What follows belongs to an exercise in optimizing a design on an open flow for small area, a short achievable clock period and few clock cycles; a production flow would make more cautious choices. The RTL was checked by simulation tests, not by an equivalence proof against the original design. Power figures rest on the tool's default switching activity, not on a simulated workload.

[design/flow/design.v]
module psr_final (
    input  wire        clk,
    input  wire        rst,
    input  wire        in_valid,
    output wire        in_ready,
    input  wire [1:0]  in_op,
    input  wire [1:0]  in_row,
    input  wire [31:0] in_data,
    output reg         out_valid,
    output reg         out_found,
    output reg  [7:0]  out_k5,
    output reg  [7:0]  out_sum0,
    output reg  [7:0]  out_sum1,
    output reg  [7:0]  out_sum2
);
    localparam OP_CLEAR  = 2'd0;
    localparam OP_FOLD   = 2'd1;
    localparam OP_TSUM   = 2'd2;
    localparam OP_SEARCH = 2'd3;
    reg [7:0] td_rom   [0:255];
    reg [7:0] imix_rom [0:255];
    initial begin
        $readmemh("psr_td.hex", td_rom);
        $readmemh("psr_imix.hex", imix_rom);
    end
    reg [255:0] v8_0, v8_1, v8_2;
    reg [7:0]   k4;
    reg rdy;
    assign in_ready = rdy;
    wire accept = in_valid && rdy;
    reg        s0_v;
    reg [1:0]  s0_op;
    reg [1:0]  s0_row;
    reg [7:0]  s0_y;
    reg [4:0]  s0_j;
    reg [7:0]  s0_b;           
    wire [7:0] d0  = in_data[7:0];
    wire [7:0] bm0 = k4[0] ? {d0[6], d0[7], d0[4], d0[5], d0[2], d0[3], d0[0], d0[1]} : d0;
    wire [7:0] bm1 = k4[1] ? {bm0[5:4], bm0[7:6], bm0[1:0], bm0[3:2]} : bm0;
    wire [7:0] bm2 = k4[2] ? {bm1[3:0], bm1[7:4]} : bm1;
    always @(posedge clk) begin
        s0_v   <= accept && !rst;
        s0_op  <= in_op;
        s0_row <= in_row;
        s0_y   <= in_data[23:16];
        s0_j   <= in_data[12:8];
        s0_b   <= (in_op == OP_FOLD) ? bm2 : d0;
    end
    always @(posedge clk)
        if (accept && in_op == OP_CLEAR && !rst)
            k4 <= in_data[7:0];
    reg [2:0]  s1_sel;
    reg [7:0]  s1_m;
    reg [63:0] s1_z;
    reg        p_v;
    reg        p_clr;
    reg [1:0]  p_row;
    reg [2:0]  p_c;
    reg [1:0]  p_q;
    reg [31:0] raw;
    wire       p_clrv = p_v && p_clr;
    wire [4:0] jj = s0_j ^ k4[7:3];
    integer p;
    always @(posedge clk) begin
        s1_sel[0] <= p_clrv ? p_row == 2'd0 : s0_v && s0_op == OP_FOLD && s0_row == 2'd0;
        s1_sel[1] <= p_clrv ? p_row == 2'd1 : s0_v && s0_op == OP_FOLD && s0_row == 2'd1;
        s1_sel[2] <= p_clrv ? p_row == 2'd2 : s0_v && s0_op == OP_FOLD && s0_row == 2'd2;
        s1_m <= p_clrv ? raw[8*p_q +: 8] : s0_b;
        for (p = 0; p < 8; p = p + 1)
            s1_z[8*p +: 8] <= p_clrv ? {p_c, p_q, p[2:0]} : s0_y ^ td_rom[{jj, p[2:0]}];
    end
    reg [15:0]  hi [0:7];
    reg [15:0]  lo [0:7];
    reg [255:0] tog;
    integer q, h, l;
    always @* begin
        for (q = 0; q < 8; q = q + 1)
            for (h = 0; h < 16; h = h + 1) begin
                hi[q][h] = s1_m[q] && s1_z[8*q+4 +: 4] == h[3:0];
                lo[q][h] = s1_z[8*q +: 4] == h[3:0];
            end
        for (h = 0; h < 16; h = h + 1)
            for (l = 0; l < 16; l = l + 1)
                tog[16*h+l] = (hi[0][h] & lo[0][l]) | (hi[1][h] & lo[1][l]) |
                              (hi[2][h] & lo[2][l]) | (hi[3][h] & lo[3][l]) |
                              (hi[4][h] & lo[4][l]) | (hi[5][h] & lo[5][l]) |
                              (hi[6][h] & lo[6][l]) | (hi[7][h] & lo[7][l]);
    end
    always @(posedge clk) begin
        v8_0 <= v8_0 ^ (tog & {256{s1_sel[0]}});
        v8_1 <= v8_1 ^ (tog & {256{s1_sel[1]}});
        v8_2 <= v8_2 ^ (tog & {256{s1_sel[2]}});
    end
    reg        busy;
    reg        mode_search;
    reg        mode_clear;
    reg [7:0]  sum0_r, sum1_r;  
    reg        i_v;
    reg [7:0]  i_k5;
    reg [1:0]  i_row;
    reg [2:0]  i_c;
    reg [1:0]  i_q;             
    reg [7:0]  p_k5;
    reg [23:0] p_sel;
    reg        p_last;
    reg        a_v;
    reg [7:0]  a_k5;
    reg [1:0]  a_row;
    reg [2:0]  a_c;
    reg [31:0] a_bits;
    reg        b_v;
    reg [7:0]  b_k5;
    reg [1:0]  b_row;
    reg [7:0]  b_sum;           
    wire [2:0] i_blk = i_c ^ i_k5[7:5];
    reg  [23:0] sel_n;
    integer e, rr, bb;
    always @* begin
        for (rr = 0; rr < 3; rr = rr + 1)
            for (bb = 0; bb < 8; bb = bb + 1)
                sel_n[rr*8+bb] = (i_row == rr[1:0]) && (i_blk == bb[2:0]);
    end
    always @* begin
        for (e = 0; e < 32; e = e + 1) begin
            raw[e] = 1'b0;
            for (bb = 0; bb < 8; bb = bb + 1)
                raw[e] = raw[e] | (v8_0[bb*32+e] & p_sel[bb])
                                | (v8_1[bb*32+e] & p_sel[8+bb])
                                | (v8_2[bb*32+e] & p_sel[16+bb]);
        end
    end
    reg [31:0] x1, x2, x3, x4, x5;
    always @* begin
        for (e = 0; e < 32; e = e + 1) x1[e] = p_k5[0] ? raw[e ^ 1] : raw[e];
        for (e = 0; e < 32; e = e + 1) x2[e] = p_k5[1] ? x1[e ^ 2]  : x1[e];
        for (e = 0; e < 32; e = e + 1) x3[e] = p_k5[2] ? x2[e ^ 4]  : x2[e];
        for (e = 0; e < 32; e = e + 1) x4[e] = p_k5[3] ? x3[e ^ 8]  : x3[e];
        for (e = 0; e < 32; e = e + 1) x5[e] = p_k5[4] ? x4[e ^ 16] : x4[e];
    end
    reg [7:0] part;
    always @* begin
        part = 8'd0;
        for (e = 0; e < 32; e = e + 1)
            part = part ^ (a_bits[e] ? imix_rom[{a_c, e[4:0]}] : 8'd0);
    end
    wire b_zero = (b_sum == 8'd0);
    wire z0 = (sum0_r == 8'd0);
    wire z1 = (sum1_r == 8'd0);
    wire b_act  = b_v && busy;
    wire redirect  = b_act && mode_search && b_row == 2'd0 && b_zero;
    wire fin_tsum  = b_act && !mode_search && b_row == 2'd2;
    wire fin_found = b_act && mode_search && b_row == 2'd2 && z1 && b_zero;
    wire fin_none  = b_act && mode_search && b_k5 == 8'd255 &&
                     ((b_row == 2'd0 && !b_zero) || (b_row == 2'd2 && !(z1 && b_zero)));
    wire fin = fin_tsum || fin_found || fin_none;
    wire start = s0_v && s0_op != OP_FOLD;
    wire fin_clear = p_v && p_clr && p_last;
    wire i_last = mode_clear ? (i_row == 2'd2 && i_c == 3'd7 && i_q == 2'd3)
                             : (i_c == 3'd7 && (mode_search ? (i_row != 2'd1 && i_k5 == 8'd255)
                                                            : i_row == 2'd2));
    always @(posedge clk) begin
        p_v    <= i_v && busy && !fin && !redirect && !rst;
        p_k5   <= i_k5;
        p_row  <= i_row;
        p_c    <= i_c;
        p_q    <= i_q;
        p_sel  <= sel_n;
        p_clr  <= mode_clear;
        p_last <= i_row == 2'd2 && i_c == 3'd7 && i_q == 2'd3;
        a_v    <= p_v && !p_clr && !fin && !rst;
        a_k5   <= p_k5;
        a_row  <= p_row;
        a_c    <= p_c;
        a_bits <= x5;
        b_v    <= a_v && a_c == 3'd7 && !fin && !rst;
        b_k5   <= a_k5;
        b_row  <= a_row;
        b_sum  <= (a_c == 3'd0) ? part : b_sum ^ part;
        if (b_act && b_row == 2'd0) sum0_r <= b_sum;
        if (b_act && b_row == 2'd1) sum1_r <= b_sum;
    end
    always @(posedge clk) begin
        if (start) begin
            mode_search <= s0_op == OP_SEARCH;
            mode_clear  <= s0_op == OP_CLEAR;
            i_k5        <= s0_op[1] ? s0_b : 8'd0;
            i_row       <= 2'd0;
            i_c         <= 3'd0;
            i_q         <= 2'd0;
        end else if (redirect) begin
            i_k5  <= b_k5;
            i_row <= 2'd1;
            i_c   <= 3'd0;
        end else if (mode_clear) begin
            i_q <= i_q + 2'd1;
            if (i_q == 2'd3) begin
                i_c <= i_c + 3'd1;
                if (i_c == 3'd7)
                    i_row <= i_row + 2'd1;
            end
        end else begin
            i_c <= i_c + 3'd1;
            if (i_c == 3'd7) begin
                if (i_row == 2'd1) begin
                    i_row <= 2'd2;
                end else if (i_row == 2'd0 && !mode_search) begin
                    i_row <= 2'd1;
                end else begin
                    i_row <= 2'd0;
                    i_k5  <= i_k5 + 8'd1;
                end
            end
        end
    end
    always @(posedge clk) begin
        if (rst) begin
            rdy       <= 1'b1;
            busy      <= 1'b0;
            i_v       <= 1'b0;
            out_valid <= 1'b0;
        end else begin
            out_valid <= fin;
            if (accept && in_op != OP_FOLD)
                rdy <= 1'b0;
            else if (fin || fin_clear)
                rdy <= 1'b1;
            if (start)
                busy <= 1'b1;
            else if (fin || fin_clear)
                busy <= 1'b0;
            if (start || redirect)
                i_v <= 1'b1;
            else if (fin || (i_v && i_last))
                i_v <= 1'b0;
        end
    end
    always @(posedge clk) begin
        out_found <= fin_tsum ? (z0 && z1 && b_zero) : fin_found;
        out_k5    <= (fin_tsum || fin_found) ? b_k5 : 8'd0;
        out_sum0  <= fin_tsum ? sum0_r : 8'd0;
        out_sum1  <= fin_tsum ? sum1_r : 8'd0;
        out_sum2  <= fin_tsum ? b_sum : 8'd0;
    end
endmodule
[design/flow/psr_imix.hex]
52
09
6a
d5
30
36
a5
38
bf
40
a3
9e
81
f3
d7
fb
7c
e3
39
82
9b
2f
ff
87
34
8e
43
44
c4
de
e9
cb
54
7b
94
32
a6
c2
23
3d
ee
4c
95
0b
42
fa
c3
4e
08
2e
a1
66
28
d9
24
b2
76
5b
a2
49
6d
8b
d1
25
72
f8
f6
64
86
68
98
16
d4
a4
5c
cc
5d
65
b6
92
6c
70
48
50
fd
ed
b9
da
5e
15
46
57
a7
8d
9d
84
90
d8
ab
00
8c
bc
d3
0a
f7
e4
58
05
b8
b3
45
06
d0
2c
1e
8f
ca
3f
0f
02
c1
af
bd
03
01
13
8a
6b
3a
91
11
41
4f
67
dc
ea
97
f2
cf
ce
f0
b4
e6
73
96
ac
74
22
e7
ad
35
85
e2
f9
37
e8
1c
75
df
6e
47
f1
1a
71
1d
29
c5
89
6f
b7
62
0e
aa
18
be
1b
fc
56
3e
4b
c6
d2
79
20
9a
db
c0
fe
78
cd
5a
f4
1f
dd
a8
33
88
07
c7
31
b1
12
10
59
27
80
ec
5f
60
51
7f
a9
19
b5
4a
0d
2d
e5
7a
9f
93
c9
9c
ef
a0
e0
3b
4d
ae
2a
f5
b0
c8
eb
bb
3c
83
53
99
61
17
2b
04
7e
ba
77
d6
26
e1
69
14
63
55
21
0c
7d
[design/flow/psr_td.hex]
63
7c
77
7b
f2
6b
6f
c5
30
01
67
2b
fe
d7
ab
76
ca
82
c9
7d
fa
59
47
f0
ad
d4
a2
af
9c
a4
72
c0
b7
fd
93
26
36
3f
f7
cc
34
a5
e5
f1
71
d8
31
15
04
c7
23
c3
18
96
05
9a
07
12
80
e2
eb
27
b2
75
09
83
2c
1a
1b
6e
5a
a0
52
3b
d6
b3
29
e3
2f
84
53
d1
00
ed
20
fc
b1
5b
6a
cb
be
39
4a
4c
58
cf
d0
ef
aa
fb
43
4d
33
85
45
f9
02
7f
50
3c
9f
a8
51
a3
40
8f
92
9d
38
f5
bc
b6
da
21
10
ff
f3
d2
cd
0c
13
ec
5f
97
44
17
c4
a7
7e
3d
64
5d
19
73
60
81
4f
dc
22
2a
90
88
46
ee
b8
14
de
5e
0b
db
e0
32
3a
0a
49
06
24
5c
c2
d3
ac
62
91
95
e4
79
e7
c8
37
6d
8d
d5
4e
a9
6c
56
f4
ea
65
7a
ae
08
ba
78
25
2e
1c
a6
b4
c6
e8
dd
74
1f
4b
bd
8b
8a
70
3e
b5
66
48
03
f6
0e
61
35
57
b9
86
c1
1d
9e
e1
f8
98
11
69
d9
8e
94
9b
1e
87
e9
ce
55
28
df
8c
a1
89
0d
bf
e6
42
68
41
99
2d
0f
b0
54
bb
16
[design/flow/flow/run.sh]
#!/bin/bash
set -euo pipefail
cd "$(dirname "$0")/.."
bash standard.sh "BUFFER_PORTS_ARGS=-buffer_cell sky130_fd_sc_hd__buf_4" \
    "SETUP_SLACK_MARGIN=10.7" finish > standard_finish.log 2>&1
[design/flow/standard.sh]
#!/bin/bash
# synth_recipe.tcl (not shown) runs the flow's synth.tcl, then flattens the netlist and writes it again
# the make line also repeats each setting of config.mk as NAME=value (left out here)
make -C /OpenROAD-flow-scripts/flow DESIGN_CONFIG=/design/flow/config.mk WORK_HOME=/design/flow/orfs CLKGATE_MAP_FILE= SYNTH_SCRIPT=/design/flow/synth_recipe.tcl "${@:-finish}"
[design/flow/config.mk]
export PLATFORM = sky130hd
export DESIGN_NAME = psr_final
export DESIGN_NICKNAME = psr_final
export VERILOG_FILES = /design/flow/design.v
export SDC_FILE = /design/flow/constraint.sdc
export NUM_CORES = 4
export LEC_CHECK = 0
export CAP_MARGIN = 20
export CORE_MARGIN = 2
export CORE_UTILIZATION = 40
export CTS_CLUSTER_DIAMETER = 60
export CTS_CLUSTER_SIZE = 24
export SLEW_MARGIN = 20
[design/flow/constraint.sdc]
create_clock -name core_clock -period 15.0 [get_ports {clk}]
set_input_delay 3.0000 -clock core_clock [delete_from_list [all_inputs] [get_ports {clk}]]
set_output_delay 3.0000 -clock core_clock [all_outputs]
set_load 0.01 [all_outputs]
==> results of run 1 <==
worst paths after layout:
check	startpoint	endpoint	slack, ns	cells after the start
worst max-delay path	p_sel[11]$_DFF_P_	a_bits[23]$_DFF_P_	10.61	8
worst min register to register	p_k5[6]$_DFF_P_	a_k5[6]$_DFF_P_	0.33	0
worst max register to register	p_sel[11]$_DFF_P_	a_bits[23]$_DFF_P_	10.61	8
worst min-delay path	p_k5[6]$_DFF_P_	a_k5[6]$_DFF_P_	0.33	0
cells in the mapped netlist (17+ instances only):
cell type / count
o22ai_1: 388
nand2_1: 1403
or4_1: 96
a22oi_1: 1025
a21oi_1: 97
o21ai_0: 109
nor2_1: 292
or3_1: 22
nor3_1: 81
inv_1: 46
mux4_2: 51
nand4_1: 236
buf_2: 43
clkbuf_1: 406
mux2i_1: 100
and2_1: 67
ha_1: 32
nor4_2: 38
dfxtp_1: 1182
nor2b_1: 46
nand2b_1: 99
a211oi_1: 21
nand3b_1: 17
xnor2_1: 995
edfxtp_1: 34
buf_1: 89
xor2_1: 111
nand3_1: 76
final cells by class:
type                       instances  area, µm²  area share, %
inverter                          48        180          0.259
antenna                            8       20.0         0.0288
multi-input combinational       5533      36500           52.6
clock buffer                     102       2360           3.40
clock inverter                    67        930           1.34
sequential                      1216      24700           35.6
timing repair buffer             282       2140           3.08
tap                             2058       2570           3.71
repair_timing:
action	in CTS	in global routing
hold buffers	0	0
endpoints found under the setup margin	4	0
gates resized for setup	2	0
buffers inserted	1	0
kinds of logic (layout without fill, tap and decap cells):
| group | Yosys count | after routing | synth area share (%) |
|---|---|---|---|
| multiplexers | 151 | 151 | 3.41 |
| AND/OR/NAND/NOR | 2508 | 2508 | 18.5 |
| AO/OA/AOI/OAI | 1736 | 1736 | 19.2 |
| flip-flops | 1216 | 1216 | 39.2 |
| XOR/XNOR | 1106 | 1106 | 15.4 |
| adder cells (fa/ha/maj) | 32 | 32 | 0.635 |
| other | 0 | 8 | 0 |
| buffers and inverters | 597 | 499 | 3.74 |
worst register-to-register path, delay by kind of cell (launching register included):
family | cells | cell delay (ns)
AOI/OAI and AO/OA | 3 | 0.79
buffers and inverters | 1 | 0.52
DFF | 1 | 0.68
muxes | 2 | 1.06
and+or+nand+nor | 2 | 1.22
routing by layer:
layer | wire, µm | vias to the layer above
met5 | 238 | -
met1 | 129000 | 30418
met3 | 46800 | 1183
met4 | 23200 | 15
li1 | - | 25939
met2 | 120000 | 4909
power by group through the flow:
stage | clock [mW] | combinational (mW) | sequential (mW)
after global routing | 2.88 | 2.39 | 4.09
final | 2.73 | 2.37 | 4.06
after global placement | 0 | 2.20 | 4.11
after detailed placement | 0 | 2.21 | 4.12
after floorplan | 0 | 1.27 | 3.89
after CTS | 2.75 | 2.22 | 4.04
cells in the final DEF, fill, tap and decap left out, drive strengths merged, types with 12 or more instances in the layout:
| cell | n |
|---|---|
| buf | 282 |
| and2 | 67 |
| ha | 32 |
| o211ai | 13 |
| a31oi | 13 |
| edfxtp | 34 |
| xor2 | 111 |
| o221ai | 12 |
| nand3 | 76 |
| nand2 | 1403 |
| mux2i | 100 |
| dfxtp | 1182 |
| a22oi | 1028 |
| or4 | 96 |
| nor3b | 12 |
| inv | 82 |
| nand2b | 99 |
| nand4 | 236 |
| nand3b | 17 |
| a21oi | 97 |
| clkbuf | 102 |
| clkinv | 23 |
| nor2 | 292 |
| xnor2 | 995 |
| nor4 | 48 |
| nor2b | 46 |
| nor3 | 81 |
| o21ai | 110 |
| mux4 | 51 |
| a211oi | 21 |
| o22ai | 388 |
| or3 | 22 |
through the flow:
step	hold WS, ns	instances	util, %
finish	0.331	9314	44.4
global route	0.336	9306	44.4
CTS	0.333	9305	44.4
detailed placement	0.314	9135	42.3
global placement	0.310	9135	42.2
floorplan	0.310	7346	-
==> notes.md, run 1 <==
Final layout:
- The number of fill cells is 15491.
- The final layout contains 7242 nets.
- The cell area after layout is 0.0695 mm².
- The share of cells above drive strength 1 is 9.49%.
- The area overhead of the layout relative to synthesis is 10.2%.

Die:
- The region available for standard cell placement spans 0.156 mm².
- The die covers 0.161 mm².
- Measured along the y axis, the die boundary spans 401 µm.
- From left edge to right edge, the die measures 401 µm.
- The number of primary I/O pins is 74.
- The row count is 145.
- The initial cell density of the core is 40.3%.

GRT:
- For this run, global-route usage on met2 was measured as 49.7%.
- The global routing usage summed across all routing layers is 38.0%.
- The first-pass GRT wire length is 444000 µm.
- The number of antenna violations at the first check in global routing is 10.
- The layer with the highest usage after global routing is met1.
- The largest net degree at the start of global routing is 150.
- The via count of the first global-routing pass is 58189.
- The routing usage on met1 is 50.3%.
- Global routing used 17.0% of the available met3 tracks.
- The total congestion overflow is 0.

Detailed routing:
- The first detailed-routing pass took 12 iterations.
- After the first detailed-routing iteration, the DRC count stood at 10733.
- The routed design has 319000 µm of wire.
- The count of antenna-violating nets left after detailed routing is 0.
- The detailed-route via count is 62464.
- The mean number of vias per cell is 6.71.
- The post-route DRC violation count is 0.
- The average wire length per cell after detail routing is 34.2 µm.

Clock tree:
- The cell chosen for the clock root is clkbuf_16.
- Clock latency on the worst-skew pair, taken at its later pin, is 0.78 ns.
- The level count of the clock H-tree is 3.
- The number of buffers on the longest clock path is 3.
- TritonCTS built the clock tree.
- The CTS clock-pin slew for the worst setup and hold paths is 0.09 ns.
- The clock net in this run drives a total of 1216 sinks.
- Clock tree synthesis inserted a total of 90 buffers.

Setup path:
- In this design, the stage delay of the slowest critical-path cell is 1.05 ns.
- For the worst setup path, the data required time is 15.65 ns.
- In this run the worst path has a maximum fanout of 17.
- STA classifies the critical path endpoint as a register.
- The critical path's slowest cell is nor4_4.
- The setup path with the least slack is of type reg -> reg.
- Walking the worst path, the cells encountered are buf_4, a22oi_1, nand4_1, nor4_4, mux2i_1, mux4_2, a22o_1, a211o_1.
- On the critical path the largest part of the delay comes from simple AND/OR/NAND/NOR gates.
- Data arrives at the worst endpoint at 5.05 ns.
- The buffers plus inverters on the worst setup path is 1.
- STA classifies the critical path startpoint as a register.

Synthesis:
- In the synthesized netlist the dominant register cell turns out to be dfxtp_1.
- Of the post-synthesis cell area, the dominant cell type holds 37.5%.
- The number of synthesized flops with an enable pin is 34.
- The mapped cell area is 0.0630 mm².
- By area the synthesized netlist is led by dfxtp_1 38%, xnor2_1 14%, a22oi_1 12%.
- The synthesized design spends more area on one cell type than any other, namely dfxtp_1.
- For this run, the register share of the synthesized area comes to 39.2%.
- The number of nets in the synthesized netlist is 7417.
- The gate count of the mapped netlist is 7346.
- The flop and latch count out of synthesis is 1216.
- Yosys printed 3 warnings.
- The count of distinct cell types in the synthesized netlist is 58.
- The async set-reset flop share out of synthesis is 0%.
- The post-synthesis average cell area is 8.58 µm².

Pwr:
- The internal power contribution is 5.57 mW.
- The analysis attributes to net switching a power of 3.59 mW.
- The logic gate share of total power is 25.9%.
- Across the VDD grid, the largest voltage drop is 0.120 mV.
- Net switching is 39.2% of the power.
- The power per standard cell area is 132 mW/mm².
- The analysis attributes to cell leakage a power of 23.2 nW.
- The completed layout was analyzed and its total power is 9.16 mW.
- Registers are responsible for 44.3% of the overall power.
- The part of the total power dissipated in the clock network is 29.8%.

Timing:
- The final max-slew violation count was 0.
- Adding up every negative setup slack in the final design gives 0 ns.
- The slew at the pin with the worst max-slew slack is 1.37 ns.
- The count of endpoints failing hold in the final timing report is 0.
- The post-layout minimum cycle time is 4.39 ns.
- Setup repair after global routing left no endpoint under its margin.
- The headroom to the max-slew limit is 8.76%.
- The setup clock skew after layout is 0.0599 ns.
- The number of setup violations in the final report is 0.
- The minimum setup slack in the final design is 10.61 ns.
- The fraction of the cycle the final worst path needs is 29.3%.
- Derived from the worst setup path, the maximum achievable clock frequency is 228 MHz.

Placed design:
- The last weighted congestion value of the routability-driven placer is 1.12.
- Buffers placed on the I/O ports in this run total 62.
- Prior to clock tree synthesis, the placed netlist has a worst setup slack of 10.56 ns.
- The placed cell area is 0.0661 mm².
- Once detailed placement completed, the half-perimeter wirelength came to 213000 µm.

Run status:
- The run finished with no timing, DRC or antenna violations.

Min path:
- The class of the most critical hold timing path is reg -> reg.

Flow run:
- The number of max-cap violations is 0.
Testbench counts, summed over its fixed seeds: cycles 416,481.
==> run 2, diff against run 1 <==
--- a/design/flow/config.mk
+++ b/design/flow/config.mk
@@ -9,5 +9,5 @@
 export CORE_MARGIN = 2
 export CORE_UTILIZATION = 40
-export CTS_CLUSTER_DIAMETER = 60
-export CTS_CLUSTER_SIZE = 24
+export CTS_CLUSTER_DIAMETER = 80
+export CTS_CLUSTER_SIZE = 30
 export SLEW_MARGIN = 20
==> notes.md, run 2 <==
Setup path:
- The worst setup path is launched from a register.
- The critical path data arrival time is 4.95 ns.
- Traced cell by cell, the critical path runs through buf_4, a22oi_1, nand4_1, nor4_4, mux2i_1, mux4_2, a22o_1, a211o_1.
- The largest stage delay on the critical path is 1.03 ns.
- The capturing element type of the critical path is a register.
- Across all register-to-register paths, the minimum setup slack is 10.66 ns.
- The largest fanout on the critical path is 17.
- In this run the critical register-to-register path is captured at a_bits[23]$_DFF_P_.
- The worst setup path category is reg -> reg.
- The critical path's slowest cell is nor4_4.
- The count of cells along the worst register-to-register path is 8.
- The source of the worst register-to-register timing path is p_sel[11]$_DFF_P_.
- The worst path required time is 15.61 ns.

Clock tree:
- The cell chosen for the clock root is clkbuf_16.
- The CTS buffer count is 68.
- After clock tree synthesis, the flow added hold-fix buffers numbering 0.
- For this design, the sink count on the clock tree is 1216.
- The number of gates resized after cts is 2.
- The clock insertion delay at the later pin of the skew report is 0.75 ns.
- The number of buffers on the longest clock path is 3.
- The post-CTS setup buffer count is 0.
- The CTS clock-pin slew for the worst setup and hold paths is 0.11 ns.
- The H-tree was split into 3 levels.
- The clock tree from TritonCTS is yes.

Placed design:
- The count of buffers from port buffering is 62.
- The number of instances in the placed design is 9135.
- Routability-driven placement finished with a final weighted congestion of 1.12.
- The setup slack at placement is 10.56 ns.
- The estimated wirelength of the detail-placed design is 213000 µm.
- The placed instances occupy a cell area of 0.0661 mm².

Timing:
- Static timing analysis puts the maximum clock frequency at 230 MHz.
- The post-layout minimum cycle time is 4.34 ns.
- On the final layout, the worst clock skew is 0.0680 ns.
- The final hold slack is 0.337 ns.
- The final max-slew violation count was 0.
- The count of endpoints failing hold in the final timing report came to 0.
- Dividing the final minimum period by the clock period gives 28.9%.
- Setup violations remaining at the end of the flow were counted as 0.
- Setup repair after global routing left no endpoint under its margin.
- After routing, the total negative slack on setup checks comes to 0 ns.
- The minimum setup slack in the final design is 10.66 ns.
- At the pin with the least slew margin, the transition time is 1.44 ns.
- Headroom to the max-slew limit came out at 4.16%.

Pwr:
- Dividing total power by cell area gives a power density of 128 mW/mm².
- The maximum VDD drop is 0.103 mV.
- The leakage power is 22.8 nW.

Min path:
- The worst hold endpoint is b_k5[0]$_DFF_P_.
- The path class of the tightest hold or removal check is reg -> reg.
- The number of instances on the worst hold path is 0.
- The startpoint identified for the worst hold timing path is a_k5[0]$_DFF_P_.

Synthesis:
- After synthesis the cells add up to 0.0630 mm².
- After synthesis, the largest family of logic cells by area is compound AO/OA/AOI/OAI gates.
- Of the total synthesized cell area, the portion taken by AND, OR, NAND and NOR gates is 18.5%.
- The sequential-to-total area share from yosys stat is 39.2%.
- Yosys mapped the design onto 58 distinct sky130hd cell types.
- The area share of fa/ha/maj cells after synthesis is 0.635%.
- Averaged over all synthesized cells, the footprint is 8.58 µm².
- In this run the biggest area consumer among cell types represents 37.5% of the synthesized area.
- The primary flip-flop cell chosen by synthesis mapping is dfxtp_1.
- dfxtp_1 takes more of the synthesized area than any other cell.
- The cell with the most instances after synthesis is nand2_1.
- The flop and latch count out of synthesis is 1216.
- The synthesized netlist devotes 19.2% of its cell area to compound gates.
- The number of warning messages in the yosys log is 3.
- The gate count of the mapped netlist is 7346.
- Ranked by total cell area, the synthesized netlist is headed by dfxtp_1 38%, xnor2_1 14%, a22oi_1 12%.
- The number of nets handed over by synthesis was 7417.
- The area share of xor/xnor cells in the synthesized design is 15.4%.
- The async set-reset flop share out of synthesis is 0%.
- The number of synthesized flops with an enable pin is 34.
- The proportion of synthesized area in mux cells is 3.41%.
- By count the netlist is led by 1403 x nand2_1, 1182 x dfxtp_1, 1025 x a22oi_1, 995 x xnor2_1, 406 x clkbuf_1.

Detailed routing:
- In the routed design, unresolved DRC markers number 0.
- Summing over every cut layer, the via total after detailed routing is 62056.
- The total iterations of the first detailed-routing run is 8.
- The DRC marker count from the first detailed-route iteration is 10231.
- Using the TritonRoute via totals, the vias-per-cell ratio works out to 6.70.
- After detailed routing, the total wire length is 318000 µm.
- The count of antenna-violating nets left after detailed routing is 0.
- The average wire length per cell after detail routing is 34.3 µm.

GRT:
- The via count of the first global-routing pass came to 58200.
- The first-pass GRT wire length is 443000 µm.
- The largest net degree at the start of global routing is 150.
- The total overflow left after global routing is 0.
- The number of antenna violations at the first check in global routing is 7.
- Global routing used 37.9% of the available tracks.

Final layout:
- The final layout contains 7218 nets.
- The share of cells above drive strength 1 is 8.94%.
- The number of fill cells is 15551.
- The final cell count without fillers is 9267.
- The cell area after layout is 0.0687 mm².
- The library cell used most frequently in the layout, excluding fill and tap cells, is nand2_1.
- Relative to the synthesized area, the layout overhead comes to 9.05%.
- The library cells used most frequently in the layout, excluding fill and tap cells, are 1403 x nand2_1, 1149 x dfxtp_1, 1025 x a22oi_1.

Die:
- In this run the standard cell core region covers 0.156 mm².
- In this run the count of I/O pins placed on the die edge is 74.
- The floorplan has 145 rows.
- The die outline height is 401 µm.
- The initial cell density of the core is 40.3%.
- The floorplan die area is 0.161 mm².
- Measured along the x axis, the die boundary spans 401 µm.

Flow run:
- Max-cap violations in this run came to 0.

Run status:
- The flow ran to the end and the layout has no timing, DRC or antenna violations.
-- run 2: cell counts after synthesis --
Identical to the previous run, type by type.
-- run 2: power breakdown --
| group | internal (mW) | leakage, nW | switching [mW] |
|---|---|---|---|
| combinational | 0.592 | 11.6 | 1.78 |
| sequential | 3.65 | 9.96 | 0.412 |
| clock | 1.03 | 1.24 | 1.31 |
| total | 5.27 | 22.8 | 3.50 |
-- run 2: worst max path at each step --
stage | to | slack (ns) | from
after detailed placement | s1_z[4]$_DFF_P_ | 10.56 | k4[4]$_DFFE_PP_
after global routing | in_ready | 10.70 | rdy$_SDFFE_PP1P_
after floorplan | k4[0]$_DFFE_PP_ | 11.00 | in_op[1]
after CTS | in_ready | 10.71 | rdy$_SDFFE_PP1P_
after global placement | s1_z[4]$_DFF_P_ | 10.55 | k4[4]$_DFFE_PP_
final | a_bits[23]$_DFF_P_ | 10.66 | p_sel[11]$_DFF_P_
-- run 2: area by class of cell --
| cell class | count | area [µm²] | area share, % |
|---|---|---|---|
| Multi-Input combinational cell | 5533 | 36500 | 53.1 |
| Sequential cell | 1216 | 24700 | 36.0 |
| Tap cell | 2058 | 2570 | 3.75 |
| Timing Repair Buffer | 280 | 2110 | 3.08 |
| Clock buffer | 81 | 1880 | 2.73 |
| Clock inverter | 44 | 711 | 1.03 |
| Inverter | 48 | 180 | 0.262 |
| Antenna cell | 7 | 17.5 | 0.0255 |
-- run 2: cell families after synthesis --
family,Yosys count
adder cells (fa/ha/maj),32
AND/OR/NAND/NOR,2508
AO/OA/AOI/OAI,1736
buffers and inverters,597
multiplexers,151
flip-flops,1216
XOR/XNOR,1106
-- run 2: stage by stage --
step | util (%) | total power [mW]
2_1_floorplan | - | 5.16
3_3_place_gp | 42.2 | 6.31
3_5_place_dp | 42.3 | 6.33
4_1_cts | 43.9 | 8.63
5_1_grt | 43.9 | 8.96
6_report | 44.0 | 8.77
-- run 2: critical path: cells and delay by family, from the launching register on --
| kind | cells | cell delay (ns) |
|---|---|---|
| AND/OR/NAND/NOR | 2 | 1.20 |
| multiplexers | 2 | 1.01 |
| AO/OA/AOI/OAI | 3 | 0.76 |
| flip-flops | 1 | 0.70 |
| buffers and inverters | 1 | 0.47 |
-- run 2: layer usage --
layer / global-route usage (%) / part of all wire (%) / vias to the layer above
met5: 0.803 / 0.061 / -
met4: 22.8 / 7.4 / 12
met2: 49.6 / 38 / 4889
li1: - / - / 25867
met1: 50.3 / 40 / 30086
met3: 16.9 / 15 / 1202
==> run 3, diff against run 2 <==
--- a/design/flow/design.v
+++ b/design/flow/design.v
@@ -136,5 +136,5 @@
         for (e = 0; e < 32; e = e + 1) x3[e] = p_k5[2] ? x2[e ^ 4]  : x2[e];
         for (e = 0; e < 32; e = e + 1) x4[e] = p_k5[3] ? x3[e ^ 8]  : x3[e];
-        for (e = 0; e < 32; e = e + 1) x5[e] = p_k5[4] ? x4[e ^ 16] : x4[e];
+        for (e = 0; e < 32; e = e + 1) x5[e] = a_k5[4] ? a_bits[e ^ 16] : a_bits[e];
     end
     reg [7:0] part;
@@ -142,5 +142,5 @@
         part = 8'd0;
         for (e = 0; e < 32; e = e + 1)
-            part = part ^ (a_bits[e] ? imix_rom[{a_c, e[4:0]}] : 8'd0);
+            part = part ^ (x5[e] ? imix_rom[{a_c, e[4:0]}] : 8'd0);
     end
     wire b_zero = (b_sum == 8'd0);
@@ -172,5 +172,5 @@
         a_row  <= p_row;
         a_c    <= p_c;
-        a_bits <= x5;
+        a_bits <= x4;
         b_v    <= a_v && a_c == 3'd7 && !fin && !rst;
         b_k5   <= a_k5;
==> notes.md, run 3 <==
Timing:
- The count of endpoints failing hold in the final timing report is 0.
- The slew at the pin with the worst max-slew slack is 1.39 ns.
- Across all hold checks on the routed design, the worst slack comes to 0.336 ns.
- The maximum operating frequency is 237 MHz.
- The setup TNS is 0 ns.
- The fraction of the cycle the final worst path needs is 28.2%.
- The worst path needs 4.22 ns of the cycle, external delays included.
- Between clock sinks in the finished design, the worst skew comes to 0.0571 ns.
- The headroom to the max-slew limit is 7.54%.
- Setup repair after global routing left no endpoint under its margin.
- The final max-slew violation count came to 0.
- The number of setup violations in the final report is 0.

Detailed routing:
- For this block, the routed nets add up to 308000 µm of wire.
- The total iterations of the first detailed-routing run is 13.
- The mean number of vias per cell is 6.68.
- The post-route DRC violation count is 0.
- The count of nets left with antenna violations once routing finished came out at 0.
- The detailed router finished its first iteration with 10188 violations.
- For this block, the via count after detailed routing is 61439.
- In the final routed layout, each cell accounts on average for 33.4 µm.

Final layout:
- In the layout the commonest cells are 1337 x nand2_1, 1149 x dfxtp_1, 1090 x a22oi_1.
- The sequential cell area is 0.0247 mm².
- For this run, the post-layout net count is 7149.
- The post-route netlist has 9.06% of its cells at a drive strength greater than 1.
- The area overhead of the layout relative to synthesis is 8.61%.
- The footprint of the multi-input gates is 0.0366 mm².
- The leading cell type in the layout, fill and taps excluded is nand2_1.
- The filler cells instantiated in the layout total 15413.

Synthesis:
- The number of warning messages in the yosys log is 3.
- The top-area cell type share of the netlist area is 37.5%.
- By instance count, the leading cell after synthesis is nand2_1.
- Among all flip-flop cells after synthesis, the most frequent one is dfxtp_1.
- By area the synthesized netlist is led by dfxtp_1 38%, xnor2_1 14%, a22oi_1 13%.
- The count of distinct cell types in the synthesized netlist is 63.
- The number of synthesized flops with an enable pin is 34.
- Counting instances in the post-synthesis netlist gives the leading cell types as 1338 x nand2_1, 1182 x dfxtp_1, 1090 x a22oi_1, 981 x xnor2_1, 519 x clkbuf_1.
- The flop and latch count out of synthesis is 1216.
- The sequential-to-total area share from yosys stat is 39.2%.
- The net count after synthesis is 7454.
- The post-synthesis average cell area is 8.54 µm².
- The mapped cell area is 0.0630 mm².
- dfxtp_1 takes more of the synthesized area than any other cell.
- The gate count of the mapped netlist is 7383.
- After synthesis, the share of flip-flops with an asynchronous set or reset is 0%.

GRT:
- The via count of the first global-routing pass was 57556.
- The total congestion overflow is 0.
- The global routing usage summed across all routing layers is 36.6%.
- The number of antenna violations at the first check in global routing is 13.
- The largest net degree at the start of global routing is 85.
- The first global-routing pass estimated 432000 µm of wire.

Clock tree:
- TritonCTS built the clock tree.
- The cell chosen for the clock root is clkbuf_16.
- The longest clock path from root to sink contains 3 buffers.
- After clock tree synthesis, the clock-pin slew on the worst setup and hold paths is 0.10 ns.
- The level count of the clock H-tree is 3.
- CTS saw 1216 sinks.
- The clock reaches the later pin of the worst-skew pair after 0.75 ns.
- The CTS buffer count is 67.

Pwr:
- The power per standard cell area is 129 mW/mm².
- The part of the power in registers is 47.1%.
- The fraction of power spent switching nets is 40.0%.
- The internal power contribution is 5.28 mW.
- Of the total power, the clock network draws 26.4%.
- The analysis attributes to net switching a power of 3.52 mW.
- Combinational cells account for 26.5% of the total power.
- The maximum VDD drop is 0.0922 mV.
- Summed over all cells, the static leakage comes to 22.4 nW.

Die:
- The initial cell density of the core is 40.3%.
- The die outline height is 401 µm.
- After floorplanning, the core was divided into 145 placement rows.
- Measured along the x axis, the die boundary spans 401 µm.
- The die covers 0.161 mm².
- The number of primary I/O pins is 74.
- The region available for standard cell placement spans 0.156 mm².

Placed design:
- Summed over all nets, the half-perimeter wirelength after detailed placement is 205000 µm.
- During placement, the flow inserted port buffers numbering 62.
- The congestion estimate from routability-driven global placement came to 1.08.

Setup path:
- Data on the critical path is required at its endpoint by 12.00 ns.
- The worst setup path is launched from a register.
- The worst setup path category is reg -> out.
- The category of cells accounting for the largest share of critical-path delay is flip-flops.
- The slowest stage of the critical path belongs to the cell dfxtp_2.
- The buffers plus inverters on the worst setup path is 1.
- Traced cell by cell, the critical path runs through buf_4.
- Of all nets on the critical path, the largest fanout is 3.
- The largest stage delay on the critical path is 0.34 ns.
- The critical path data arrival time is 1.22 ns.
- The capturing element type of the critical path is an output pin.

Min path:
- The class of the most critical hold timing path is reg -> reg.

Flow run:
- The number of max-cap violations is 0.

Run status:
- The flow ran to the end and the layout has no timing, DRC or antenna violations.
==> run 3: cell types whose count changed in the layout (fill, tap and decap cells not counted), sizes merged, moves of 9 or more <==
cell	change
o22ai	-58
a31oi	+9
a22oi	+62
nor2	+12
mux2	+64
xnor2	-11
nor3	+31
or4	-14
buf	-50
nand2b	-14
mux4	-33
nand2	-59
nand4	+48
nor4	-34
==> run 3: logic make-up after synthesis <==
group                      Yosys count  share of synthesized area (%)
AOI/OAI and AO/OA                 1715                           19.0
xor gates and xnor gates          1102                           15.5
adders and majority gates           32                          0.635
buffers and inverters              652                           4.01
DFF                               1216                           39.2
muxes                              190                           3.67
and+or+nand+nor                   2476                           17.9
==> run 3: cell type report <==
cell class	count	share of cell area, %
antenna	11	0.0402
tap	2058	3.76
clock inverter	49	1.13
sequential	1216	36.1
timing repair buffer	230	2.60
clock buffer	74	2.59
multi-input combinational	5515	53.5
inverter	48	0.263
==> run 3: path summary, 6_finish.rpt <==
kind                                            to              start  slack [ns]  cells after the start
worst min register to register     a_k5[7]$_DFF_P_    p_k5[7]$_DFF_P_        0.34                      0
worst max-delay path                      in_ready   rdy$_SDFFE_PP1P_       10.78                      1
worst min-delay path               a_k5[7]$_DFF_P_    p_k5[7]$_DFF_P_        0.34                      0
worst max register to register  a_bits[27]$_DFF_P_  p_sel[23]$_DFF_P_       11.24                      8
==> run 3: metal layers <==
metal / vias up / global-route usage (%) / wire length, µm
li1: 25692 / - / -
met1: 29589 / 48.0 / 121000
met2: 4887 / 50.6 / 121000
met3: 1267 / 13.8 / 42400
met4: 4 / 22.2 / 23300
met5: - / 0.0297 / 24
==> run 3: metrics by stage <==
| stage | power (mW) | util (%) | cell area (µm²) | setup WS, ns | instances |
|---|---|---|---|---|---|
| after floorplan | 5.20 | - | 63000 | 11.00 | 7383 |
| after global placement | 6.34 | 41.9 | 65500 | 10.89 | 9055 |
| after detailed placement | 6.35 | 42.0 | 65600 | 10.89 | 9059 |
| after CTS | 8.64 | 43.6 | 68200 | 10.72 | 9182 |
| after global routing | 8.99 | 43.8 | 68400 | 10.73 | 9191 |
| final | 8.80 | 43.8 | 68500 | 10.78 | 9201 |
==> run 3: power groups by stage <==
stage / clock network (mW) / registers, mW / logic, mW
after floorplan: 0 / 3.90 / 1.30
after global placement: 0 / 4.18 / 2.16
after detailed placement: 0 / 4.19 / 2.17
after CTS: 2.35 / 4.11 / 2.18
after global routing: 2.46 / 4.17 / 2.36
final: 2.33 / 4.15 / 2.33
==> run 3: timing repair <==
action                                  4_1_cts  5_1_grt
endpoints found under the setup margin        0        1
hold buffers                                  0        0
endpoints found under the hold margin         0        0
buffers inserted                              0        0
gates resized for setup                       0        1
Testbench counts of run 3, summed over its fixed seeds: cycles 416,481.
==> run 4, diff against run 3 <==
--- a/design/flow/config.mk
+++ b/design/flow/config.mk
@@ -9,5 +9,5 @@
 export CORE_MARGIN = 2
 export CORE_UTILIZATION = 40
-export CTS_CLUSTER_DIAMETER = 80
-export CTS_CLUSTER_SIZE = 30
+export CTS_CLUSTER_DIAMETER = 60
+export CTS_CLUSTER_SIZE = 24
 export SLEW_MARGIN = 20
==> notes.md, run 4 <==
Run status:
- The run finished with no timing, DRC or antenna violations.

Setup path:
- The critical path data arrival time is 1.23 ns.
- The signal on the critical path passes through buf_4.
- The category of cells accounting for the largest share of critical-path delay is flip-flops.
- For the worst flop-to-flop path, the logic depth is 6.
- The worst setup path is of the reg -> out kind.
- In this design, the stage delay of the slowest critical-path cell is 0.34 ns.
- The critical path's slowest cell is dfxtp_1.
- The capturing element type of the critical path is an output pin.
- The number of stages on the worst setup path is 1.
- STA puts the critical path data required time at 12.00 ns.
- The number of buffers and inverters on the critical path is 1.
- STA classifies the critical path startpoint as a register.
- Along the worst path, the maximum fanout reaches 1.

Clock tree:
- The H-tree was split into 3 levels.
- The CTS buffer count is 90.
- Buffers added to address setup during post-CTS repair amount to 0.
- Counting along the longest clock path gives a buffer depth of 3.
- The cell chosen for the clock root is clkbuf_16.
- The number of clock sinks is 1216.
- The CTS clock-pin slew for the worst setup and hold paths is 0.09 ns.
- TritonCTS built the clock tree.
- At the later pin of the worst-skew pair, clock insertion delay measures 0.80 ns.

GRT:
- The number of antenna violations at the first check in global routing is 14.
- For this run the aggregate overflow at the end of global routing stands at 0.
- Entering global routing, the biggest net connects 85 pins.
- The global routing usage summed across all routing layers is 36.8%.
- The via count of the first global-routing pass was 57770.
- The first-pass GRT wire length is 434000 µm.

Timing:
- The count of endpoints failing hold in the final timing report is 0.
- The post-layout minimum cycle time is 4.23 ns.
- Adding up every negative setup slack in the final design gives 0 ns.
- For this run, the top clock speed supported by timing is 237 MHz.
- Setup violations remaining at the end of the flow were counted as 0.
- Setup repair after global routing left no endpoint under its margin.
- The final hold slack is 0.323 ns.
- The headroom to the max-slew limit is 7.26%.
- The setup clock skew after layout is 0.0638 ns.
- Dividing the final minimum period by the clock period gives 28.2%.
- The slew at the pin with the worst max-slew slack is 1.39 ns.
- The final max-slew violation count was 0.

Detailed routing:
- After detailed routing, the average wire length per cell comes to 33.4 µm.
- The mean number of vias per cell is 6.68.
- Once detail routing completed, the nets flagged for antenna violations numbered 0.
- The routed design has 309000 µm of wire.
- For this block, the initial DRC count from the detailed router was 10727.
- The first TritonRoute pass finished after 14 iterations.
- The final route contains 61794 vias.
- The post-route DRC violation count is 0.

Final layout:
- The library cells used most frequently in the layout, excluding fill and tap cells, are 1337 x nand2_1, 1149 x dfxtp_1, 1090 x a22oi_1.
- The share of cells above drive strength 1 is 9.64%.
- The final layout net count is 7174.
- From synthesis to final layout, the design area changed by 10.0%.
- The number of fill cells is 15326.
- The library cell used most frequently in the layout, excluding fill and tap cells, is nand2_1.
- The cell area after layout is 0.0693 mm².
- The sequential cell area is 0.0247 mm².
- Summing all multi-input logic gate instances after layout gives 0.0366 mm².

Synthesis:
- Summing the sequential cell areas from Yosys gives 39.2% of the chip area.
- The top-area cell type share of the netlist area is 37.5%.
- Of all cell types, the one taking the most synthesized area is dfxtp_1.
- The net count after synthesis is 7454.
- The most used flip-flop cell after synthesis is dfxtp_1.
- The gate count of the mapped netlist is 7383.
- A synthesized cell averages 8.54 µm².
- In this run the cell area of the synthesized design comes to 0.0630 mm².
- Ranked by total cell area, the synthesized netlist is headed by dfxtp_1 38%, xnor2_1 14%, a22oi_1 13%.
- The cell with the most instances after synthesis is nand2_1.
- After synthesis, the share of flip-flops with an asynchronous set or reset is 0%.
- Counting instances in the post-synthesis netlist gives the leading cell types as 1338 x nand2_1, 1182 x dfxtp_1, 1090 x a22oi_1, 981 x xnor2_1, 519 x clkbuf_1.
- The number of warning messages in the yosys log is 3.
- Yosys mapped a number of flops with a built-in enable equal to 34.
- The count of distinct cell types in the synthesized netlist is 63.
- The flop and latch count out of synthesis is 1216.

Die:
- The placeable core region is 0.156 mm².
- The die boundary width is 401 µm.
- In this run the count of I/O pins placed on the die edge is 74.
- In this run the core area contains 145 standard-cell rows.
- For this configuration, the core starts out at a cell density of 40.3%.
- The floorplan die area is 0.161 mm².
- The die outline height is 401 µm.

Pwr:
- Cell internal power was estimated by the tool at 5.62 mW.
- Summed over all cells, the static leakage comes to 22.8 nW.
- Per report_power, the combinational group accounts for 25.2% of the total.
- In this run the power density over the cells is 133 mW/mm².
- In this run switching power makes up 39.3% of total power.
- Across the VDD grid, the largest voltage drop is 0.0955 mV.
- In this run, flip-flops and latches consume 44.8% of the power.
- The power consumption is 9.25 mW.
- The switching power summed over all nets is 3.64 mW.
- The clock network is responsible for 30.0% of the overall power.

Placed design:
- The last weighted congestion value of the routability-driven placer is 1.08.
- The estimated wirelength of the detail-placed design is 205000 µm.
- The count of buffers from port buffering is 62.
- The placed cell area is 0.0656 mm².

Flow run:
- The number of max-cap violations is 0.

Min path:
- The class of the most critical hold timing path is reg -> reg.
- The worst hold path was traced through 0 stages.
-- run 4: cell counts after synthesis --
No cell type changed its count.
-- run 4: cells by family (layout without fill, tap and decap cells) --
group,after synthesis,count (layout),share of synthesized area [%]
and+or+nand+nor,2476,2476,17.9
AOI/OAI and AO/OA,1715,1715,19.0
DFF,1216,1216,39.2
xor gates and xnor gates,1102,1102,15.5
buffers and inverters,652,449,4.01
muxes,190,190,3.67
adders and majority gates,32,32,0.635
other,0,7,0
-- run 4: final timing paths --
check | slack [ns] | start | endpoint
max reg2reg | 11.24 | s1_m[4]$_DFF_P_ | v8_2[24]$_DFF_P_
min | 0.32 | p_k5[4]$_DFF_P_ | a_k5[4]$_DFF_P_
min reg2reg | 0.32 | p_k5[4]$_DFF_P_ | a_k5[4]$_DFF_P_
max | 10.77 | out_sum0[4]$_SDFF_PN0_ | out_sum0[4]
-- run 4: final cells by class --
cell class | count | share of cell area (%)
Clock buffer | 97 | 3.34
Multi-Input combinational cell | 5515 | 52.8
Timing Repair Buffer | 232 | 2.60
Clock inverter | 72 | 1.60
Tap cell | 2058 | 3.71
Antenna cell | 7 | 0.0253
Inverter | 48 | 0.260
Sequential cell | 1216 | 35.7
-- run 4: per-stage QoR --
stage / utilization (%) / cells / worst slack [ns]
floorplan: - / 7383 / 11.00
global placement: 41.9 / 9055 / 10.89
detailed placement: 42.0 / 9059 / 10.89
CTS: 44.2 / 9228 / 10.70
global route: 44.3 / 9239 / 10.72
finish: 44.3 / 9245 / 10.77
-- run 4: power by group through the flow --
stage | clock network (mW) | registers (mW) | logic, mW
after global routing | 2.93 | 4.17 | 2.36
after detailed placement | 0 | 4.19 | 2.17
final | 2.78 | 4.14 | 2.33
after floorplan | 0 | 3.90 | 1.30
after CTS | 2.81 | 4.11 | 2.18
after global placement | 0 | 4.18 | 2.16
-- run 4: metal layers --
| layer | routed length, µm | part of all wire, % | vias to the layer above | track usage (%) |
|---|---|---|---|---|
| met3 | 41700 | 13 | 1211 | 13.9 |
| li1 | - | - | 25752 | - |
| met4 | 23800 | 7.7 | 10 | 23.1 |
| met1 | 122000 | 40 | 29963 | 48.0 |
| met2 | 121000 | 39 | 4858 | 50.7 |
| met5 | 64 | 0.021 | - | 0.208 |
-- run 4: repair_timing --
item | 4_1_cts | 5_1_grt
endpoints found under the setup margin | 0 | 1
resized for setup | 0 | 1
hold buffers | 0 | 0
==> run 5, diff against run 4 <==
--- a/design/flow/config.mk
+++ b/design/flow/config.mk
@@ -9,4 +9,5 @@
 export CORE_MARGIN = 2
 export CORE_UTILIZATION = 40
+export CTS_BUF_LIST = sky130_fd_sc_hd__clkbuf_8 sky130_fd_sc_hd__clkbuf_16
 export CTS_CLUSTER_DIAMETER = 60
 export CTS_CLUSTER_SIZE = 24
==> notes.md, run 5 <==
Flow run:
- The number of max-cap violations is 0.

Pwr:
- For this design the ratio of total power to cell area is 133 mW/mm².
- The analysis attributes to cell leakage a power of 22.8 nW.
- The maximum VDD drop is 0.0954 mV.

Setup path:
- The category of cells accounting for the largest share of critical-path delay is flip-flops.
- The critical path data arrival time is 1.23 ns.
- The largest stage delay on the critical path is 0.34 ns.
- The number of buffers and inverters on the critical path is 1.
- The critical path is of the reg -> out type.
- The signal on the critical path passes through buf_4.
- In this run the worst path has a maximum fanout of 1.
- The capturing element type of the critical path is an output pin.
- The largest individual stage delay along the critical path comes from the cell dfxtp_1.
- The worst path required time is 12.00 ns.
- STA classifies the critical path startpoint as a register.

Die:
- The initial cell density of the core is 40.3%.
- In this run the core area contains 145 standard-cell rows.
- The die outline height is 401 µm.
- The floorplan die area is 0.161 mm².
- The core region is 0.156 mm².
- In this run the count of I/O pins placed on the die edge is 74.
- From left edge to right edge, the die measures 401 µm.

Timing:
- The final max-slew violation count is 0.
- The setup clock skew after layout is 0.0613 ns.
- The number of setup violations in the final report is 0.
- Setup repair after global routing left no endpoint under its margin.
- The post-layout minimum cycle time is 4.23 ns.
- Measured against its own limit, the worst slew margin works out to 6.41%.
- The maximum operating frequency is 236 MHz.
- In the finished design, the share of the clock period the worst path needs comes to 28.2%.
- Setup total negative slack on the finished layout was measured at 0 ns.
- The slew at the pin with the worst max-slew slack is 1.40 ns.
- The count of endpoints failing hold in the final timing report is 0.
- The final hold slack is 0.322 ns.
- The worst path meets setup with 10.77 ns of slack.

Clock tree:
- TritonCTS built the clock tree.
- The clock drives 1216 sinks.
- Counting along the longest clock path gives a buffer depth of 3.
- Clock tree synthesis selected as its root buffer the cell clkbuf_16.
- The post-CTS setup buffer count is 0.
- Gates resized during post-CTS repair numbered 0.
- After clock tree synthesis, the flow added hold-fix buffers numbering 0.
- Clock-pin slew was measured on the worst setup and hold paths at 0.09 ns.
- In this run, CTS created clock tree buffers numbering 90.
- The clock insertion delay at the later pin of the skew report is 0.81 ns.
- The H-tree generated during clock tree synthesis spans 3 levels.

Detailed routing:
- The detailed-route via count is 61593.
- The count of nets left with antenna violations once routing finished came out at 0.
- Dividing the detail-routed via count by the number of cells gives 6.66.
- After detailed routing, the number of remaining DRC violations is 0.
- The average wire length per cell after detail routing is 33.4 µm.
- The total iterations of the first detailed-routing run is 12.
- The total detailed-routing wirelength is 309000 µm.
- The detailed router finished its first iteration with 10730 violations.

Final layout:
- Relative to the synthesized area, the layout overhead comes to 10.0%.
- The cell area after layout is 0.0693 mm².
- After the last flow step, the layout net total stands at 7174.
- In the final layout, the share of cells above drive strength 1 is 9.64%.
- In the layout the commonest cells are 1337 x nand2_1, 1149 x dfxtp_1, 1090 x a22oi_1.
- The library cell used most frequently in the layout, excluding fill and tap cells, is nand2_1.

Synthesis:
- The async set-reset flop share out of synthesis is 0%.
- After synthesis the cells add up to 0.0630 mm².
- Among all cell types in the netlist, the one instantiated most often is nand2_1.
- The primary flip-flop cell chosen by synthesis mapping is dfxtp_1.
- Sorting the synthesized cells by area gives the leading types as dfxtp_1 38%, xnor2_1 14%, a22oi_1 13%.
- The sequential-to-total area share from yosys stat is 39.2%.
- The synthesized design devotes to its leading area cell type 37.5% of total area.
- Averaged over all synthesized cells, the footprint is 8.54 µm².
- The commonest cells after synthesis are 1338 x nand2_1, 1182 x dfxtp_1, 1090 x a22oi_1, 981 x xnor2_1, 519 x clkbuf_1.
- The cell taking the most area after synthesis is dfxtp_1.
- Counting flops with a built-in enable in the synthesized netlist gives 34.
- The gate count of the mapped netlist is 7383.
- Synthesis produced a netlist with a net count of 7454.
- The number of warning messages in the yosys log is 3.
- The number of different library cells used by synthesis comes to 63.
- The flop and latch count out of synthesis is 1216.

GRT:
- The total congestion overflow is 0.
- The largest net degree at the start of global routing is 85.
- The first-pass GRT wire length is 434000 µm.
- The number of antenna violations at the first check in global routing is 14.
- The via count of the first global-routing pass is 57770.
- Global routing used 36.8% of the available tracks across all layers.

Placed design:
- The estimated wirelength of the detail-placed design is 205000 µm.
- In this run the cell area measured after placement is 0.0656 mm².
- The count of buffers from port buffering is 62.
- The setup slack at placement is 10.89 ns.
- At the end of routability-driven placement, the weighted congestion stood at 1.08.

Min path:
- The worst hold path belongs to the class reg -> reg.

Run status:
- The run finished with no timing, DRC or antenna violations.
==> run 5: where the power goes <==
part | total [mW] | switching (mW) | leakage (nW) | internal (mW)
combinational | 2.33 | 1.71 | 11.2 | 0.620
sequential | 4.14 | 0.490 | 9.96 | 3.65
clock | 2.78 | 1.44 | 1.63 | 1.34
==> run 5: layout make-up <==
class	instances	area [µm²]
Clock inverter	75	1120
Timing Repair Buffer	232	1810
Multi-Input combinational cell	5515	36600
Antenna cell	10	25.0
Inverter	48	180
Sequential cell	1216	24700
Clock buffer	94	2310
Fill cell	15327	87000
Tap cell	2058	2570
==> run 5: per-layer routing <==
metal | GRT usage (%) | up-vias | part of all wire, %
met2 | 50.7 | 4751 | 39
met1 | 48.0 | 29839 | 39
li1 | - | 25759 | -
met5 | 0.208 | - | 0.034
met3 | 13.9 | 1232 | 14
met4 | 23.1 | 12 | 7.7
==> run 5: logic make-up (layout without fill, tap and decap cells) <==
kind of cell / Yosys count / in the layout / synth area share [%]
xor+xnor: 1102 / 1102 / 15.5
fa+ha+maj: 32 / 32 / 0.635
simple gates: 2476 / 2476 / 17.9
flops: 1216 / 1216 / 39.2
compound gates: 1715 / 1715 / 19.0
mux: 190 / 190 / 3.67
buf+inv: 652 / 449 / 4.01
other cells: 0 / 10 / 0
==> run 5: worst paths after layout <==
check                    startpoint          endpoint  slack [ns]  cells after the start
max reg2reg         s1_m[4]$_DFF_P_  v8_2[24]$_DFF_P_       11.20                      6
min                 p_k5[4]$_DFF_P_   a_k5[4]$_DFF_P_        0.32                      0
max          out_sum0[4]$_SDFF_PN0_       out_sum0[4]       10.77                      1
min reg2reg         p_k5[4]$_DFF_P_   a_k5[4]$_DFF_P_        0.32                      0
==> run 5: stage by stage <==
stage / cells / utilization, % / power [mW]
3_3_place_gp: 9055 / 41.9 / 6.34
5_1_grt: 9239 / 44.3 / 9.46
4_1_cts: 9228 / 44.2 / 9.10
3_5_place_dp: 9059 / 42.0 / 6.35
6_report: 9248 / 44.3 / 9.26
2_1_floorplan: 7383 / - / 5.20
==> run 6, diff against run 5 <==
--- a/design/flow/design.v
+++ b/design/flow/design.v
@@ -135,6 +135,6 @@
         for (e = 0; e < 32; e = e + 1) x2[e] = p_k5[1] ? x1[e ^ 2]  : x1[e];
         for (e = 0; e < 32; e = e + 1) x3[e] = p_k5[2] ? x2[e ^ 4]  : x2[e];
-        for (e = 0; e < 32; e = e + 1) x4[e] = p_k5[3] ? x3[e ^ 8]  : x3[e];
-        for (e = 0; e < 32; e = e + 1) x5[e] = a_k5[4] ? a_bits[e ^ 16] : a_bits[e];
+        for (e = 0; e < 32; e = e + 1) x4[e] = a_k5[3] ? a_bits[e ^ 8] : a_bits[e];
+        for (e = 0; e < 32; e = e + 1) x5[e] = a_k5[4] ? x4[e ^ 16] : x4[e];
     end
     reg [7:0] part;
@@ -172,5 +172,5 @@
         a_row  <= p_row;
         a_c    <= p_c;
-        a_bits <= x4;
+        a_bits <= x3;
         b_v    <= a_v && a_c == 3'd7 && !fin && !rst;
         b_k5   <= a_k5;
--- a/design/flow/config.mk
+++ b/design/flow/config.mk
@@ -9,5 +9,4 @@
 export CORE_MARGIN = 2
 export CORE_UTILIZATION = 40
-export CTS_BUF_LIST = sky130_fd_sc_hd__clkbuf_8 sky130_fd_sc_hd__clkbuf_16
 export CTS_CLUSTER_DIAMETER = 60
 export CTS_CLUSTER_SIZE = 24
==> notes.md, run 6 <==
Run status:
- The flow ran to the end and the layout has no timing, DRC or antenna violations.

Placed design:
- The last weighted congestion value of the routability-driven placer is 1.11.
- Summed over all nets, the half-perimeter wirelength after detailed placement is 211000 µm.
- The placed cell area is 0.0661 mm².
- The count of buffers added on input and output ports is 62.

Setup path:
- Data on the critical path is required at its endpoint by 12.00 ns.
- For this run, the slowest stage of the critical path takes 0.40 ns.
- For the worst setup path, the data arrival time is 1.30 ns.
- Across all register-to-register paths, the minimum setup slack is 11.03 ns.
- Counting both buffers and inverters, the worst setup path holds a total of 1.
- The worst setup path is captured at an output pin.
- The critical path's slowest cell is dfxtp_1.
- In this run the critical register-to-register path is captured at s1_z[20]$_DFF_P_.
- The startpoint identified for the worst register-to-register timing path is k4[3]$_DFFE_PP_.
- The largest fanout on the critical path is 1.
- Traced cell by cell, the critical path runs through buf_4.
- The nature of the critical path startpoint is a register.
- The category of cells accounting for the largest share of critical-path delay is flip-flops.
- The worst setup path category is reg -> out.
- The count of cells along the worst register-to-register path is 9.

Final layout:
- After the last flow step, the layout net total stands at 7211.
- The footprint of the multi-input gates is 0.0374 mm².
- Counting the fill cells in the layout gives 15328.
- The cell area after layout is 0.0698 mm².
- The library cell used most frequently in the layout, excluding fill and tap cells, is nand2_1.
- The area overhead of the layout relative to synthesis is 9.51%.
- In the layout the commonest cells are 1307 x nand2_1, 1137 x dfxtp_1, 1092 x a22oi_1.
- The sequential cell area is 0.0247 mm².
- The share of cells above drive strength 1 is 9.02%.

Synthesis:
- After synthesis, the share of cell area in mux cells is 3.75%.
- A synthesized cell averages 8.54 µm².
- The async set-reset flop share out of synthesis is 0%.
- The complex-gate fraction of the synthesized area is 19.6%.
- The dominant combinational cell family by area after synthesis is compound AO/OA/AOI/OAI gates.
- After synthesis, flip-flops and latches occupy 38.7% of the total area.
- dfxtp_1 takes more of the synthesized area than any other cell.
- The primary flip-flop cell chosen by synthesis mapping is dfxtp_1.
- The area fraction in and, or, nand and nor cells after synthesis is 17.9%.
- By instance count, the leading cell after synthesis is nand2_1.
- Synthesis produced a netlist with a net count of 7538.
- After synthesis, the cell types taking the most area are dfxtp_1 37%, xnor2_1 13%, a22oi_1 13%.
- The area share of fa/ha/maj cells after synthesis is 0.628%.
- Yosys printed 3 warnings.
- In this run, synthesis inferred 34 flip-flops with an integrated enable.
- The synthesized design contains 1216 register bits.
- The synthesized netlist devotes 15.3% of its cell area to XOR and XNOR gates.
- The gate count of the mapped netlist is 7467.
- The top-area cell type share of the netlist area is 37.1%.
- By count the netlist is led by 1308 x nand2_1, 1182 x dfxtp_1, 1092 x a22oi_1, 978 x xnor2_1, 545 x clkbuf_1.
- The mapped cell area is 0.0637 mm².
- The count of distinct cell types in the synthesized netlist is 66.

Timing:
- The setup clock skew after layout is 0.0626 ns.
- The headroom to the max-slew limit is 7.67%.
- Setup repair after global routing left no endpoint under its margin.
- The setup TNS is 0 ns.
- The final max-slew violation count is 0.
- Timing would allow up to 232 MHz.
- The post-layout minimum cycle time is 4.30 ns.
- Setup violations remaining at the end of the flow were counted as 0.
- The fraction of the cycle the final worst path needs is 28.7%.
- The slew at the pin with the worst max-slew slack is 1.38 ns.
- The count of endpoints failing hold in the final timing report is 0.

GRT:
- The total congestion overflow is 0.
- The via count of the first global-routing pass is 58658.
- The number of antenna violations at the first check in global routing is 17.
- Entering global routing, the biggest net connects 86 pins.
- In the global route stage, overall resource usage came out at 37.0%.
- The first-pass GRT wire length is 440000 µm.

Detailed routing:
- The average wire length per cell after detail routing is 33.7 µm.
- The count of antenna-violating nets left after detailed routing is 0.
- The detailed-route via count is 62787.
- The total detailed-routing wirelength is 313000 µm.
- The total iterations of the first detailed-routing run is 12.
- The mean number of vias per cell is 6.75.
- For this run, design rule violations remaining after detail routing come to 0.
- In this run, the number of DRC markers left after iteration 0 of detailed routing was 11268.

Clock tree:
- The number of buffers on the longest clock path is 3.
- The CTS clock-pin slew for the worst setup and hold paths is 0.09 ns.
- The later pin in the worst-skew pair is clocked with a latency of 0.79 ns.
- After clock tree synthesis, the flow added hold-fix buffers numbering 0.
- TritonCTS built the clock tree.
- The level count of the clock H-tree is 3.
- The CTS buffer count is 90.
- In this run the clock root is driven by a clkbuf_16.
- The number of clock sinks is 1216.

Die:
- The floorplan step defined a core boundary enclosing 0.158 mm².
- The die is 403 µm tall.
- The die boundary width is 403 µm.
- After floorplanning, the core was divided into 146 placement rows.
- The initial cell density of the core is 40.2%.
- The number of primary I/O pins is 74.
- The floorplan die area is 0.163 mm².

Pwr:
- The leakage power is 22.8 nW.
- The power consumption is 9.38 mW.
- The power per standard cell area is 134 mW/mm².
- The maximum VDD drop is 0.0954 mV.

Min path:
- The path class of the tightest hold or removal check is reg -> reg.
- For hold timing, the worst endpoint is a_k5[3]$_DFF_P_.
- Along the worst hold path, the cell count comes to 0.
- In this run the most critical hold path is launched from p_k5[3]$_DFF_P_.

Flow run:
- Across the run, the number of max-cap violations was 0.
==> run 6: cell count changes in the layout (fill, tap and decap cells not counted), moves of 11 or more <==
cell	before	now
nand2_1	1337	1307
mux2_4	29	0
buf_4	220	193
mux2i_1	108	130
mux2_2	35	14
mux4_2	18	39
o22ai_1	330	345
o21ai_0	103	117
dfxtp_2	29	42
a211oi_1	13	25
dfxtp_1	1149	1137
nand3_1	77	88
==> run 6: logic make-up after synthesis <==
logic type	count (synthesis)
multiplexers	185
XOR/XNOR	1095
AND/OR/NAND/NOR	2488
flip-flops	1216
buffers and inverters	667
adder cells (fa/ha/maj)	32
AO/OA/AOI/OAI	1784
==> run 6: per-layer routing <==
layer / up-vias / global-route usage (%) / wire length [µm]
met4: 14 / 21.9 / 24000
met3: 1307 / 14.9 / 44400
met1: 30329 / 47.8 / 122000
met5: - / 0.892 / 263
li1: 26149 / - / -
met2: 4988 / 51.5 / 123000
==> run 6: area by class of cell <==
| cell class | instances | area share, % |
|---|---|---|
| multi-input cells | 5584 | 53.5 |
| flip-flops and latches | 1216 | 35.5 |
| clock inverters | 75 | 1.56 |
| clock buffers | 95 | 3.28 |
| repair buffers | 197 | 2.16 |
| diodes | 8 | 0.0287 |
| well taps | 2072 | 3.71 |
| inverters | 51 | 0.274 |
==> run 6: worst register-to-register path: cells and delay by family (launching register included) <==
family,cells,cell delay (ns)
simple gates,1,0.12
xor+xnor,2,0.49
flops,1,0.42
fa+ha+maj,1,0.72
compound gates,3,1.31
buf+inv,2,0.77
==> run 6: power by group <==
part	switching (mW)	internal [mW]	leakage [nW]	total, mW
registers	0.548	3.66	9.96	4.20
clock network	1.47	1.25	1.59	2.72
logic	1.81	0.657	11.2	2.46
total	3.82	5.56	22.8	9.38
==> run 6: timing repair <==
action / CTS / global route
setup endpoints to repair: 2 / 1
buffers inserted: 0 / 0
resized for setup: 2 / 1
pin swaps: 0 / 0
==> run 6: worst max-delay path by stage <==
stage	from	end	slack, ns	depth (start not counted)
2_1_floorplan	in_op[1]	k4[0]$_DFFE_PP_	11.00	1
3_3_place_gp	in_op[1]	k4[5]$_DFFE_PP_	10.94	3
3_5_place_dp	in_op[1]	k4[4]$_DFFE_PP_	10.93	3
4_1_cts	out_k5[6]$_SDFF_PN0_	out_k5[6]	10.70	1
5_1_grt	out_k5[1]$_SDFF_PN0_	out_k5[1]	10.70	1
6_report	out_k5[6]$_SDFF_PN0_	out_k5[6]	10.70	1
==> run 6: per-stage QoR <==
stage	std cells	utilization, %	worst slack (ns)	hold slack (ns)
2_1_floorplan	7467	-	11.00	0.310
3_3_place_gp	9113	41.7	10.94	0.310
3_5_place_dp	9114	41.8	10.93	0.313
4_1_cts	9284	43.9	10.70	0.332
5_1_grt	9290	44.1	10.70	0.336
6_report	9298	44.1	10.70	0.332
Testbench counts of run 6, summed over its fixed seeds: cycles 416,481.

## static timing again, ports no longer ideal
The results above use ideal ports. As a check the final layouts listed here were re-extracted and re-timed, cells and wires unchanged. Step 1: set_driving_cell puts a clkbuf_16 on clk and a buf_2 on each other input, an assumption about the parent block. Step 2 also shifts input and output timing later by t, the mid clock arrival at the registers, as if the neighbouring blocks saw the same clock. a / b / c = ideal ports / drivers / drivers and shift; a / b = the first two.
run | t, ns | slack for setup (ns) | latest minus earliest clock arrival (ns) | slew at the worst register clock pin (ns) | worst data-port slew with drivers (ns)
run 1 | 0.836 | 10.608 / 10.608 / 10.608 | 0.060 / 0.060 | 0.10 / 0.10 | 0.09
run 2 | 0.797 | 10.658 / 10.658 / 10.658 | 0.071 / 0.071 | 0.12 / 0.12 | 0.09
run 3 | 0.814 | 10.776 / 10.687 / 10.885 | 0.059 / 0.059 | 0.11 / 0.11 | 0.09
run 4 | 0.857 | 10.772 / 10.683 / 10.876 | 0.073 / 0.073 | 0.10 / 0.10 | 0.08
run 5 | 0.860 | 10.769 / 10.679 / 10.876 | 0.072 / 0.072 | 0.10 / 0.10 | 0.08
run 6 | 0.847 | 10.697 / 10.606 / 10.900 | 0.065 / 0.065 | 0.10 / 0.10 | 0.10
After both steps setup and hold are still met in every run listed.
